What follows belongs to an exercise in optimizing a design on an open flow for small area; a production flow would make more cautious choices.
Only simulation tests tie the RTL to the original design; equivalence was not proved.
Power and IR drop assume default switching activity.

`flow/run.sh`:
```
#!/bin/bash
# synth_recipe.tcl (not shown) runs the flow's synth.tcl, then flattens the netlist and writes it again
# the make line also repeats each setting of config.mk as NAME=value (left out here)
make -C /OpenROAD-flow-scripts/flow DESIGN_CONFIG=/design/flow/config.mk WORK_HOME=/design/flow/orfs CLKGATE_MAP_FILE= SYNTH_SCRIPT=/design/flow/synth_recipe.tcl finish
```
`flow/design.v`:
```
module iotkv_event_queue #(
    parameter integer NENQ = 5
) (
    input  wire               clk,
    input  wire               rst,
    input  wire               deq,             
    input  wire [NENQ-1:0]    enq_valid,
    input  wire [NENQ*12-1:0] enq_data,        
    output wire [11:0]        head,
    output wire               empty,
    output reg  [15:0]        drop_count
);
    localparam [3:0] QCAP = 4'd10;
    reg [11:0] q_buf [0:QCAP-1];
    reg [3:0]  q_head;
    reg [3:0]  q_tail;
    reg [3:0]  q_count;
    assign head  = q_buf[q_head];
    assign empty = (q_count == 4'd0);
    reg [3:0]  n_head;
    reg [3:0]  n_tail;
    reg [3:0]  n_count;
    reg [2:0]  n_drops;
    reg [QCAP-1:0] wr_en;
    reg [11:0] wr_data [0:QCAP-1];
    integer i, k;
    always @(*) begin
        n_head  = q_head;
        n_tail  = q_tail;
        n_count = q_count;
        n_drops = 3'd0;
        for (k = 0; k < QCAP; k = k + 1) begin
            wr_en[k]   = 1'b0;
            wr_data[k] = 12'h000;
        end
        if (deq && q_count != 4'd0) begin
            n_head  = (q_head == QCAP - 4'd1) ? 4'd0 : q_head + 4'd1;
            n_count = q_count - 4'd1;
        end
        for (i = 0; i < NENQ; i = i + 1) begin
            if (enq_valid[i]) begin
                if (n_count == QCAP) begin
                    n_drops = n_drops + 3'd1;
                end else begin
                    for (k = 0; k < QCAP; k = k + 1) begin
                        if (n_tail == k[3:0]) begin
                            wr_en[k]   = 1'b1;
                            wr_data[k] = enq_data[12*i +: 12];
                        end
                    end
                    n_tail  = (n_tail == QCAP - 4'd1) ? 4'd0 : n_tail + 4'd1;
                    n_count = n_count + 4'd1;
                end
            end
        end
    end
    always @(posedge clk) begin
        for (k = 0; k < QCAP; k = k + 1)
            if (wr_en[k]) q_buf[k] <= wr_data[k];
    end
    wire [16:0] drop_sum = {1'b0, drop_count} + {14'd0, n_drops};
    always @(posedge clk) begin
        if (rst) begin
            q_head     <= 4'd0;
            q_tail     <= 4'd0;
            q_count    <= 4'd0;
            drop_count <= 16'd0;
        end else begin
            q_head     <= n_head;
            q_tail     <= n_tail;
            q_count    <= n_count;
            drop_count <= drop_sum[16] ? 16'hFFFF : drop_sum[15:0];
        end
    end
endmodule
module iotkv_debounce #(
    parameter [3:0] N_LIMIT = 4'd15
) (
    input  wire clk,
    input  wire rst,
    input  wire sample_en,       
    input  wire s,               
    output reg  edge_valid,      
    output reg  edge_level       
);
    reg       confirmed;
    reg       pending;
    reg       armed;
    reg [3:0] countdown;
    reg       n_confirmed;
    reg       n_pending;
    reg       n_armed;
    reg [3:0] n_countdown;
    always @(*) begin
        n_confirmed = confirmed;
        n_pending   = pending;
        n_armed     = armed;
        n_countdown = countdown;
        edge_valid  = 1'b0;
        edge_level  = s;
        if (sample_en) begin
            if (s == confirmed) begin
                n_armed     = 1'b0;
                n_pending   = confirmed;
                n_countdown = 4'd0;
            end else begin
                if (!armed) begin
                    n_pending   = s;
                    n_armed     = 1'b1;
                    n_countdown = N_LIMIT;
                end
                n_countdown = n_countdown - 4'd1;
                if (n_countdown == 4'd0) begin
                    n_confirmed = s;
                    n_armed     = 1'b0;
                    edge_valid  = 1'b1;
                end
            end
        end
    end
    always @(posedge clk) begin
        if (rst) begin
            confirmed <= 1'b1;
            pending   <= 1'b1;
            armed     <= 1'b0;
            countdown <= 4'd0;
        end else begin
            confirmed <= n_confirmed;
            pending   <= n_pending;
            armed     <= n_armed;
            countdown <= n_countdown;
        end
    end
endmodule
module iotkv_keypad #(
    parameter [2:0] N_KP = 3'd4
) (
    input  wire       clk,
    input  wire       rst,
    input  wire       tick_start,    
    input  wire       step_en,       
    input  wire [3:0] sense,         
    input  wire [3:0] scan,          
    output reg        role_swapped,
    output reg        key_valid,     
    output reg  [7:0] key_char
);
    localparam [1:0] KP_IDLE    = 2'd0;
    localparam [1:0] KP_WAIT    = 2'd1;
    localparam [1:0] KP_SCAN    = 2'd2;
    localparam [1:0] KP_RELEASE = 2'd3;
    reg [1:0] kp_state;
    reg [2:0] kp_count;
    reg [1:0] n_state;
    reg [2:0] n_count;
    wire present = (sense != 4'b1111);
    function [1:0] lowidx;
        input [3:0] v;
        begin
            if (!v[0])      lowidx = 2'd0;
            else if (!v[1]) lowidx = 2'd1;
            else if (!v[2]) lowidx = 2'd2;
            else if (!v[3]) lowidx = 2'd3;
            else            lowidx = 2'd0;
        end
    endfunction
    function [7:0] keymap;
        input [3:0] idx;
        begin
            case (idx)
                4'd0:  keymap = 8'h31;  
                4'd1:  keymap = 8'h32;  
                4'd2:  keymap = 8'h33;  
                4'd3:  keymap = 8'h41;  
                4'd4:  keymap = 8'h34;  
                4'd5:  keymap = 8'h35;  
                4'd6:  keymap = 8'h36;  
                4'd7:  keymap = 8'h42;  
                4'd8:  keymap = 8'h37;  
                4'd9:  keymap = 8'h38;  
                4'd10: keymap = 8'h39;  
                4'd11: keymap = 8'h43;  
                4'd12: keymap = 8'h2A;  
                4'd13: keymap = 8'h30;  
                4'd14: keymap = 8'h23;  
                default: keymap = 8'h44;  
            endcase
        end
    endfunction
    always @(*) begin
        n_state   = kp_state;
        n_count   = kp_count;
        key_valid = 1'b0;
        key_char  = keymap({lowidx(scan), lowidx(sense)});
        if (step_en) begin
            case (kp_state)
                KP_IDLE: begin
                    if (present) begin
                        n_count = N_KP;
                        n_state = KP_WAIT;
                    end
                end
                KP_WAIT: begin
                    n_count = kp_count - 3'd1;
                    if (n_count == 3'd0)
                        n_state = present ? KP_SCAN : KP_IDLE;
                end
                KP_SCAN: begin
                    key_valid = 1'b1;
                    n_state   = KP_RELEASE;
                end
                default: begin
                    if (!present)
                        n_state = KP_IDLE;
                end
            endcase
        end
    end
    always @(posedge clk) begin
        if (rst) begin
            kp_state     <= KP_IDLE;
            kp_count     <= 3'd0;
            role_swapped <= 1'b0;
        end else begin
            kp_state <= n_state;
            kp_count <= n_count;
            if (tick_start && kp_state == KP_SCAN)
                role_swapped <= 1'b1;
            else if (step_en)
                role_swapped <= 1'b0;
        end
    end
endmodule
module iotkv_bus_slave (
    input  wire       clk,
    input  wire       rst,
    input  wire       ev_valid,
    input  wire [2:0] ev_kind,
    input  wire [7:0] ev_data,
    input  wire [6:0] door_state,
    output wire       actuate,         
    output reg        tx_valid,
    output reg  [7:0] tx_data
);
    localparam [2:0] K_AW     = 3'd0;
    localparam [2:0] K_RX     = 3'd1;
    localparam [2:0] K_AR     = 3'd2;
    localparam [2:0] K_RDNEXT = 3'd3;
    reg bus_phase;
    reg bus_tx_done;
    assign actuate = ev_valid && ev_kind == K_RX && bus_phase && ev_data[7];
    always @(posedge clk) begin
        if (rst) begin
            bus_phase   <= 1'b0;
            bus_tx_done <= 1'b0;
            tx_valid    <= 1'b0;
            tx_data     <= 8'h00;
        end else begin
            tx_valid <= 1'b0;
            if (ev_valid) begin
                case (ev_kind)
                    K_AW: begin
                        bus_phase   <= 1'b0;
                        bus_tx_done <= 1'b0;
                    end
                    K_RX: begin
                        bus_phase <= 1'b1;
                    end
                    K_AR: begin
                        tx_valid    <= 1'b1;
                        tx_data     <= {1'b0, door_state};
                        bus_tx_done <= 1'b1;
                    end
                    K_RDNEXT: begin
                    end
                    default: begin  
                        bus_phase   <= 1'b0;
                        bus_tx_done <= 1'b0;
                    end
                endcase
            end
        end
    end
endmodule
module iotkv_door_fsm (
    input  wire        clk,
    input  wire        rst,
    input  wire [15:0] cfg_pin,
    input  wire        q_empty,
    input  wire [11:0] q_head,
    output wire        deq,           
    output wire        emit_valid,    
    output wire [11:0] emit_data,
    output reg  [6:0]  door_state,
    output reg  [7:0]  duty_open,
    output reg  [7:0]  duty_close
);
    localparam [6:0] DS_CLOSED          = 7'd0;
    localparam [6:0] DS_CLOSING_STOPPED = 7'd1;
    localparam [6:0] DS_OPEN            = 7'd2;
    localparam [6:0] DS_OPENING_STOPPED = 7'd3;
    localparam [6:0] DS_OPENING         = 7'd4;
    localparam [6:0] DS_CLOSING         = 7'd5;
    localparam [3:0] EV_CL_PRESSED  = 4'h1;
    localparam [3:0] EV_CL_RELEASED = 4'h2;
    localparam [3:0] EV_OL_PRESSED  = 4'h3;
    localparam [3:0] EV_OL_RELEASED = 4'h4;
    localparam [3:0] EV_KEY         = 4'h5;
    localparam [3:0] EV_ACTUATE     = 4'h6;
    localparam [3:0] EV_START       = 4'h7;
    localparam [3:0] EV_STOP        = 4'h8;
    localparam [7:0] DUTY_FULL = 8'hFF;
    reg        m_pending_valid;
    reg [11:0] m_pending;
    reg [15:0] acc_value;
    reg [2:0]  acc_count;
    assign emit_valid = m_pending_valid;
    assign emit_data  = m_pending;
    assign deq        = !m_pending_valid && !q_empty;
    wire [3:0]  ev_type = q_head[11:8];
    wire [7:0]  ev_data = q_head[7:0];
    wire [11:0] toggle  = (door_state >= DS_OPENING) ? {EV_STOP, 8'h00} : {EV_START, 8'h00};
    wire        is_digit = (ev_data >= 8'h30) && (ev_data <= 8'h39);
    wire [3:0]  digit    = ev_data[3:0];
    wire [15:0] acc_base = (acc_count == 3'd4) ? 16'd0 : acc_value;
    wire [2:0]  cnt_base = (acc_count == 3'd4) ? 3'd0 : acc_count;
    always @(posedge clk) begin
        if (rst) begin
            door_state      <= DS_CLOSED;
            duty_open       <= 8'h00;
            duty_close      <= 8'h00;
            m_pending_valid <= 1'b0;
            m_pending       <= 12'h000;
            acc_value       <= 16'd0;
            acc_count       <= 3'd0;
        end else if (m_pending_valid) begin
            m_pending_valid <= 1'b0;
        end else if (deq) begin
            case (ev_type)
                EV_CL_PRESSED: begin
                    door_state <= DS_CLOSED;
                    duty_open  <= 8'h00;
                    duty_close <= 8'h00;
                end
                EV_OL_PRESSED: begin
                    door_state <= DS_OPEN;
                    duty_open  <= 8'h00;
                    duty_close <= 8'h00;
                end
                EV_START: begin
                    if (door_state < DS_OPEN) begin
                        door_state <= DS_OPENING;
                        duty_close <= 8'h00;
                        duty_open  <= DUTY_FULL;
                    end else begin
                        door_state <= DS_CLOSING;
                        duty_open  <= 8'h00;
                        duty_close <= DUTY_FULL;
                    end
                end
                EV_STOP: begin
                    if (door_state == DS_OPENING) begin
                        door_state <= DS_OPENING_STOPPED;
                        duty_open  <= 8'h00;
                        duty_close <= 8'h00;
                    end else if (door_state == DS_CLOSING) begin
                        door_state <= DS_CLOSING_STOPPED;
                        duty_open  <= 8'h00;
                        duty_close <= 8'h00;
                    end
                end
                EV_ACTUATE: begin
                    m_pending_valid <= 1'b1;
                    m_pending       <= toggle;
                end
                EV_KEY: begin
                    if (is_digit) begin
                        acc_value <= acc_base * 16'd10 + {12'd0, digit};
                        acc_count <= cnt_base + 3'd1;
                    end else if (ev_data == 8'h23) begin
                        if (acc_count == 3'd4 && acc_value == cfg_pin) begin
                            m_pending_valid <= 1'b1;
                            m_pending       <= toggle;
                        end
                        acc_value <= 16'd0;
                        acc_count <= 3'd0;
                    end
                end
                default: begin
                end
            endcase
        end
    end
endmodule
module iotkv_core (
    input  wire        clk,
    input  wire        rst,
    input  wire [15:0] cfg_pin_i,
    input  wire        tick_i,
    input  wire        lim_closed_i,
    input  wire        lim_open_i,
    input  wire [3:0]  kp_sense_i,
    output wire [3:0]  kp_sense_o,
    output wire        kp_sense_oe,
    input  wire [3:0]  kp_scan_i,
    output wire [3:0]  kp_scan_o,
    output wire        kp_scan_oe,
    input  wire        bus_ev_valid_i,
    input  wire [2:0]  bus_ev_kind_i,
    input  wire [7:0]  bus_ev_data_i,
    output wire        bus_tx_valid_o,
    output wire [7:0]  bus_tx_data_o,
    output wire [7:0]  duty_open_o,
    output wire [7:0]  duty_close_o,
    output wire [6:0]  door_state_o,
    output wire [15:0] drop_count_o
);
    localparam [3:0] EV_CL_PRESSED  = 4'h1;
    localparam [3:0] EV_CL_RELEASED = 4'h2;
    localparam [3:0] EV_OL_PRESSED  = 4'h3;
    localparam [3:0] EV_OL_RELEASED = 4'h4;
    localparam [3:0] EV_KEY         = 4'h5;
    localparam [3:0] EV_ACTUATE     = 4'h6;
    reg [1:0] tk_stage;
    reg       tk_cl;
    reg       tk_ol;
    reg [3:0] tk_sense;
    wire tick_start = tick_i && (tk_stage == 2'd0);
    wire tick_step  = (tk_stage == 2'd2);
    always @(posedge clk) begin
        if (rst) begin
            tk_stage <= 2'd0;
            tk_cl    <= 1'b1;
            tk_ol    <= 1'b1;
            tk_sense <= 4'b1111;
        end else if (tick_start) begin
            tk_stage <= 2'd1;
            tk_cl    <= lim_closed_i;
            tk_ol    <= lim_open_i;
            tk_sense <= kp_sense_i;
        end else if (tk_stage == 2'd1) begin
            tk_stage <= 2'd2;
        end else if (tick_step) begin
            tk_stage <= 2'd0;
        end
    end
    wire cl_edge, cl_level, ol_edge, ol_level;
    iotkv_debounce u_db_cl (
        .clk(clk), .rst(rst), .sample_en(tick_step), .s(tk_cl),
        .edge_valid(cl_edge), .edge_level(cl_level)
    );
    iotkv_debounce u_db_ol (
        .clk(clk), .rst(rst), .sample_en(tick_step), .s(tk_ol),
        .edge_valid(ol_edge), .edge_level(ol_level)
    );
    wire       role_swapped;
    wire       key_valid;
    wire [7:0] key_char;
    iotkv_keypad u_kp (
        .clk(clk), .rst(rst), .tick_start(tick_start), .step_en(tick_step),
        .sense(tk_sense), .scan(kp_scan_i),
        .role_swapped(role_swapped), .key_valid(key_valid), .key_char(key_char)
    );
    assign kp_scan_oe  = !role_swapped;
    assign kp_scan_o   = 4'b0000;
    assign kp_sense_oe = role_swapped;
    assign kp_sense_o  = 4'b0000;
    wire [6:0] door_state;
    wire       actuate;
    iotkv_bus_slave u_bus (
        .clk(clk), .rst(rst),
        .ev_valid(bus_ev_valid_i), .ev_kind(bus_ev_kind_i), .ev_data(bus_ev_data_i),
        .door_state(door_state), .actuate(actuate),
        .tx_valid(bus_tx_valid_o), .tx_data(bus_tx_data_o)
    );
    wire        q_empty;
    wire [11:0] q_head;
    wire        deq;
    wire        emit_valid;
    wire [11:0] emit_data;
    wire [11:0] cl_ev = {cl_level ? EV_CL_RELEASED : EV_CL_PRESSED, 8'h00};
    wire [11:0] ol_ev = {ol_level ? EV_OL_RELEASED : EV_OL_PRESSED, 8'h00};
    iotkv_event_queue #(.NENQ(5)) u_q (
        .clk(clk), .rst(rst), .deq(deq),
        .enq_valid({actuate, key_valid, ol_edge, cl_edge, emit_valid}),
        .enq_data({{EV_ACTUATE, 8'h00}, {EV_KEY, key_char}, ol_ev, cl_ev, emit_data}),
        .head(q_head), .empty(q_empty), .drop_count(drop_count_o)
    );
    iotkv_door_fsm u_fsm (
        .clk(clk), .rst(rst), .cfg_pin(cfg_pin_i),
        .q_empty(q_empty), .q_head(q_head),
        .deq(deq), .emit_valid(emit_valid), .emit_data(emit_data),
        .door_state(door_state), .duty_open(duty_open_o), .duty_close(duty_close_o)
    );
    assign door_state_o = door_state;
endmodule
```
`flow/config.mk`:
```
export PLATFORM = sky130hd
export DESIGN_NAME = iotkv_core
export DESIGN_NICKNAME = iotkv_core
export VERILOG_FILES = /design/flow/design.v
export SDC_FILE = /design/flow/constraint.sdc
export NUM_CORES = 4
export LEC_CHECK = 0
export CAP_MARGIN = 20
export CORE_MARGIN = 2
export CORE_UTILIZATION = 40
export SLEW_MARGIN = 20
```
`flow/constraint.sdc`:
```
create_clock -name core_clock -period 15.0 [get_ports {clk}]
set_input_delay 3.0000 -clock core_clock [delete_from_list [all_inputs] [get_ports {clk}]]
set_output_delay 3.0000 -clock core_clock [all_outputs]
set_load 0.01 [all_outputs]
```
==> run summary <==
----------------------------------------------------
[Run status]
  Outcome ... timing/DRC/antenna clean

[Logic synthesis]
  Number of different library cells in the post-synthesis netlist ... 93
  Primary flip-flop cell chosen by synthesis mapping ... edfxtp_1
  Number of warnings printed during yosys synthesis ... 8
  Biggest area consumer among synthesized cells ... edfxtp_1
  Mapped Avg Cell Area ... 8.71 um2
  Sequential area share after synthesis ... between 30 and 40%
  Post-synthesis async set-or-reset flop share ... 0%
  Synthesized instance count ... 1476
  Count of flip-flops with a built-in enable after synthesis ... 110
  Yosys top cell area share ... 25.7%
  Cell area after synthesis ... 0.0129 mm2
  Largest cells by area after synthesis ... edfxtp_1 (26%), dfxtp_1 (13%), nor2_1 (6.2%)
  Post-synthesis sequential element count ... slightly below 200

[Clocking]
  Clock slew at reported path FFs ... 0.08 ns
  CTS Sinks ... 196
  Max H-tree Level ... 4
  Post-CTS resize count ... 0
  Total CTS buffers ... 17
  Clock tree from TritonCTS ... built
  Clock root buffer ... clkbuf_16
  Clock network latency to the later pin of the worst-skew pair ... approximately 0.45 ns
  Number of hold buffers added after CTS ... 0
  Number of setup buffers added after CTS ... 0
  Buffer depth of the longest clock path ... 2

[Detailed routing]
  Post-detailed-route via-to-cell ratio ... between 5 and 6
  Number of vias after detailed routing ... around 11000
  Count of TritonRoute iterations in the first routing pass ... 5
  Remaining antenna violation count ... 0
  Average wire per cell in the routed design ... 18.8 um
  Total DRC errors in the routed layout ... 0
  Number of DRC markers after the initial detailed-route iteration ... about 1000
  Total wire length ... 36000 um

[Critical path]
  Element type at the critical path end ... flip-flop
  Worst endpoint data arrival time ... 9.88 ns
  Critical path capture point ... u_q.drop_count[1]
  CP required ... 15.38 ns
  Startpoint class of the critical path ... flip-flop
  Worst Path Class, Setup ... reg -> reg
  Reg2reg end ... u_q.drop_count[1]
  Delay of the slowest cell on the worst path ... 0.56 ns
  Largest fanout on the critical path ... 13
  Reg-to-Reg Start ... u_q.q_count[0]
  Cell at the slowest stage of the critical path ... or4_1
  Critical path launch point ... u_q.q_count[0]
  Worst r2r path cells ... 38
  Setup slack of the worst register-to-register path ... 5.50 ns

[STA]
  Max-slew violation count ... 0
  Final Hold Viols ... 0
  Fin worst setup slack ... 5.50 ns
  Achievable frequency ... 105 MHz
  Final critical delay including setup and external delays ... 9.50 ns
  Tightest Pin Transition ... 1.06 ns
  Number of endpoints failing setup at the final stage ... 0
  Share of the clock period used by the worst path ... 63.4%
  Post-route clock skew ... 0.0189 ns
  RSZ-0062 raised after global routing ... false
  Headroom to the max-slew limit ... 28.8%
  Final hold slack ... just under 0.5 ns
  Setup TNS Final ... 0 ns

[Global routing]
  Congestion Overflow GR ... 0
  Maximum number of pins on one net before global-route repair ... 54
  Via count of the first global-routing pass ... between 10000 and 15000
  Total track usage ... 21.7%
  Initial antenna violation count ... 1
  Wire length of the first global-routing pass ... about 58000 um

[Die]
  Count of standard-cell rows ... between 60 and 70
  Vertical die dimension ... between 150 and 200 um
  Core region area ... 0.0316 mm2
  Count of pins on the block boundary ... 99
  Effective utilization at floorplan ... 40.6%
  Overall die width ... 183 um
  Die outline area ... 0.0336 mm2

[Min path]
  Class of the most critical hold timing path ... reg -> reg

[Power and ir drop]
  Lkg Pwr ... 5.33 nW
  Pwr dens ... 114 mW/mm2
  Peak supply drop ... 0.0844 mV

[Layout]
  Fin cells ... about 1900
  Flip-flop and latch area ... 0.00502 mm2
  Total area of multi-input combinational cells ... just over 0.007 mm2
  Net total in the final layout ... 1610
  ANT cells ... 0
  Layout area overhead ... 12.0%
  # fillers ... 3069
  Share of layout cells above drive strength 1 ... 5.73%

[Job]
  Max-capacitance violation count ... 0

[Place]
  Cells after DPL ... 1888
  Final weighted congestion in routability-driven placement ... 0.928
  Worst setup timing slack at the placement stage ... 5.60 ns
  Post-DP HPWL ... 26200 um
  Count of buffers from port buffering ... 74

----------------------------------------------------
## layer usage
| metal | share of wire (%) | track usage [%] | up-vias |
|---|---|---|---|
| li1 | - | - | 5347 |
| met1 | 47 | 30.1 | 5214 |
| met2 | 47 | 35.7 | 352 |
| met3 | 5.0 | 2.82 | 42 |
| met4 | 1.7 | 5.41 | 0 |
| met5 | 0 | 0 | - |
## per-stage QoR
| stage | power [mW] | util [%] | area, um2 |
|---|---|---|---|
| floorplan | 1.02 | - | 12900 |
| global placement | 1.15 | 43.6 | 13800 |
| detailed placement | 1.16 | 43.6 | 13800 |
| CTS | 1.64 | 45.5 | 14400 |
| global route | 1.73 | 45.5 | 14400 |
| finish | 1.64 | 45.5 | 14400 |
## synth_stat cells (7+ instances only)
library cell    n
nor2_1        214
nand2_1       140
edfxtp_1      110
dfxtp_1        86
a21oi_1        73
o21ai_0        68
inv_1          62
ha_1           61
clkbuf_1       53
nand3_1        51
a22oi_1        42
xnor2_1        42
nor3_1         41
xor2_1         39
buf_4          31
nor2b_1        24
mux2i_1        21
and2_1         20
a31oi_1        15
and3_1         15
nand2b_1       15
o211ai_1       15
a211o_1        11
mux2_2         11
nand4_1        11
or3_1          11
a32oi_1        10
nor4_1         10
buf_1           9
nand3b_1        8
nor3b_1         7
or4_1           7
## area by class of cell
class	instances	area share, %
clock inverters	15	1.28
well taps	402	3.49
multi-input cells	1135	49.7
repair buffers	91	6.00
flip-flops and latches	196	34.9
inverters	64	1.67
clock buffers	17	2.95
## sequential cells by signal, summed over array words and instances (netlist names), 2 cells and up
name / count
u_fsm.m_pending: 2
u_q.q_tail: 4
u_fsm.door_state: 3
u_db_ol.countdown: 4
u_fsm.acc_count: 3
u_q.drop_count: 16
tk_stage: 2
u_q.q_buf: 110
u_kp.kp_state: 2
u_db_cl.countdown: 4
tk_sense: 4
u_fsm.acc_value: 16
u_q.q_head: 4
u_kp.kp_count: 3
u_bus.tx_data: 3
u_q.q_count: 4
## critical path, delay by kind of cell (launching register included)
family | cells | cell delay (ns)
compound gates | 7 | 2.01
xor+xnor | 4 | 1.11
simple gates | 12 | 3.14
fa+ha+maj | 8 | 2.07
flops | 1 | 0.40
buf+inv | 7 | 0.69
## how the worst min path moves through the flow
stage | startpoint | end | slack, ns | cells past startpoint
final | u_db_ol.confirmed | u_db_ol.confirmed | 0.48 | 2
after global routing | u_db_cl.confirmed | u_db_cl.confirmed | 0.52 | 1
after CTS | u_db_ol.confirmed | u_db_ol.confirmed | 0.49 | 2
after detailed placement | u_bus.bus_phase | u_bus.bus_phase | 0.47 | 2
after global placement | u_bus.bus_phase | u_bus.bus_phase | 0.46 | 2
after floorplan | u_bus.bus_phase | u_bus.bus_phase | 0.45 | 2
## cell usage in the layout, fill, tap and decap left out, types with 15 or more instances in the layout
cell,instances
a31oi_1,15
o211ai_1,15
o21ai_0,66
edfxtp_1,110
nand3_1,51
mux2i_1,21
inv_1,62
conb_1,17
xor2_1,39
ha_1,61
clkbuf_16,17
buf_4,17
nor2b_1,24
nand2b_1,15
and2_1,20
clkdlybuf4s50_1,73
nor2_1,214
nor3_1,41
xnor2_1,42
and3_1,15
a21oi_1,73
dfxtp_1,86
nand2_1,140
a22oi_1,42
## logic make-up (layout without fill, tap and decap cells)
group                    count (synthesis)  after routing  synth area share (%)
AO/OA/AOI/OAI                          331            331                  17.8
XOR/XNOR                                81             81                  5.52
adder cells (fa/ha/maj)                 67             67                  6.64
buffers and inverters                  161            187                  5.74
flip-flops                             196            196                  39.1
multiplexers                            32             32                  2.60
other                                    1             17                0.0292
AND/OR/NAND/NOR                        607            607                  22.6
## power breakdown
part,internal (mW),switching (mW)
logic,0.205,0.353
clock network,0.254,0.230
registers,0.576,0.0173
total,1.03,0.601

[port drivers added, routing unchanged]
The results above use ideal ports. As a check the final layout listed here was re-extracted and re-timed, cells and wires unchanged. Step 1, drivers: a clkbuf_16 drives clk and a buf_2 each remaining input, both assumed. Step 2 times the ports against the registers' clock, not the clock port: input delays grow and output delays shrink by t, the midpoint of the rising clock arrivals with the driver on. Three values: no drivers, after step 1, after step 2; two values: the first two.
shift t [ns]: 0.488
setup WS [ns]: 5.496 / 5.496 / 5.496
worst slew at a driven data input, ns: 0.04
After both steps setup and hold are still met in this run. The setup slack of this run moves by 0.000 ns with the drivers and by 0.000 ns with both steps.
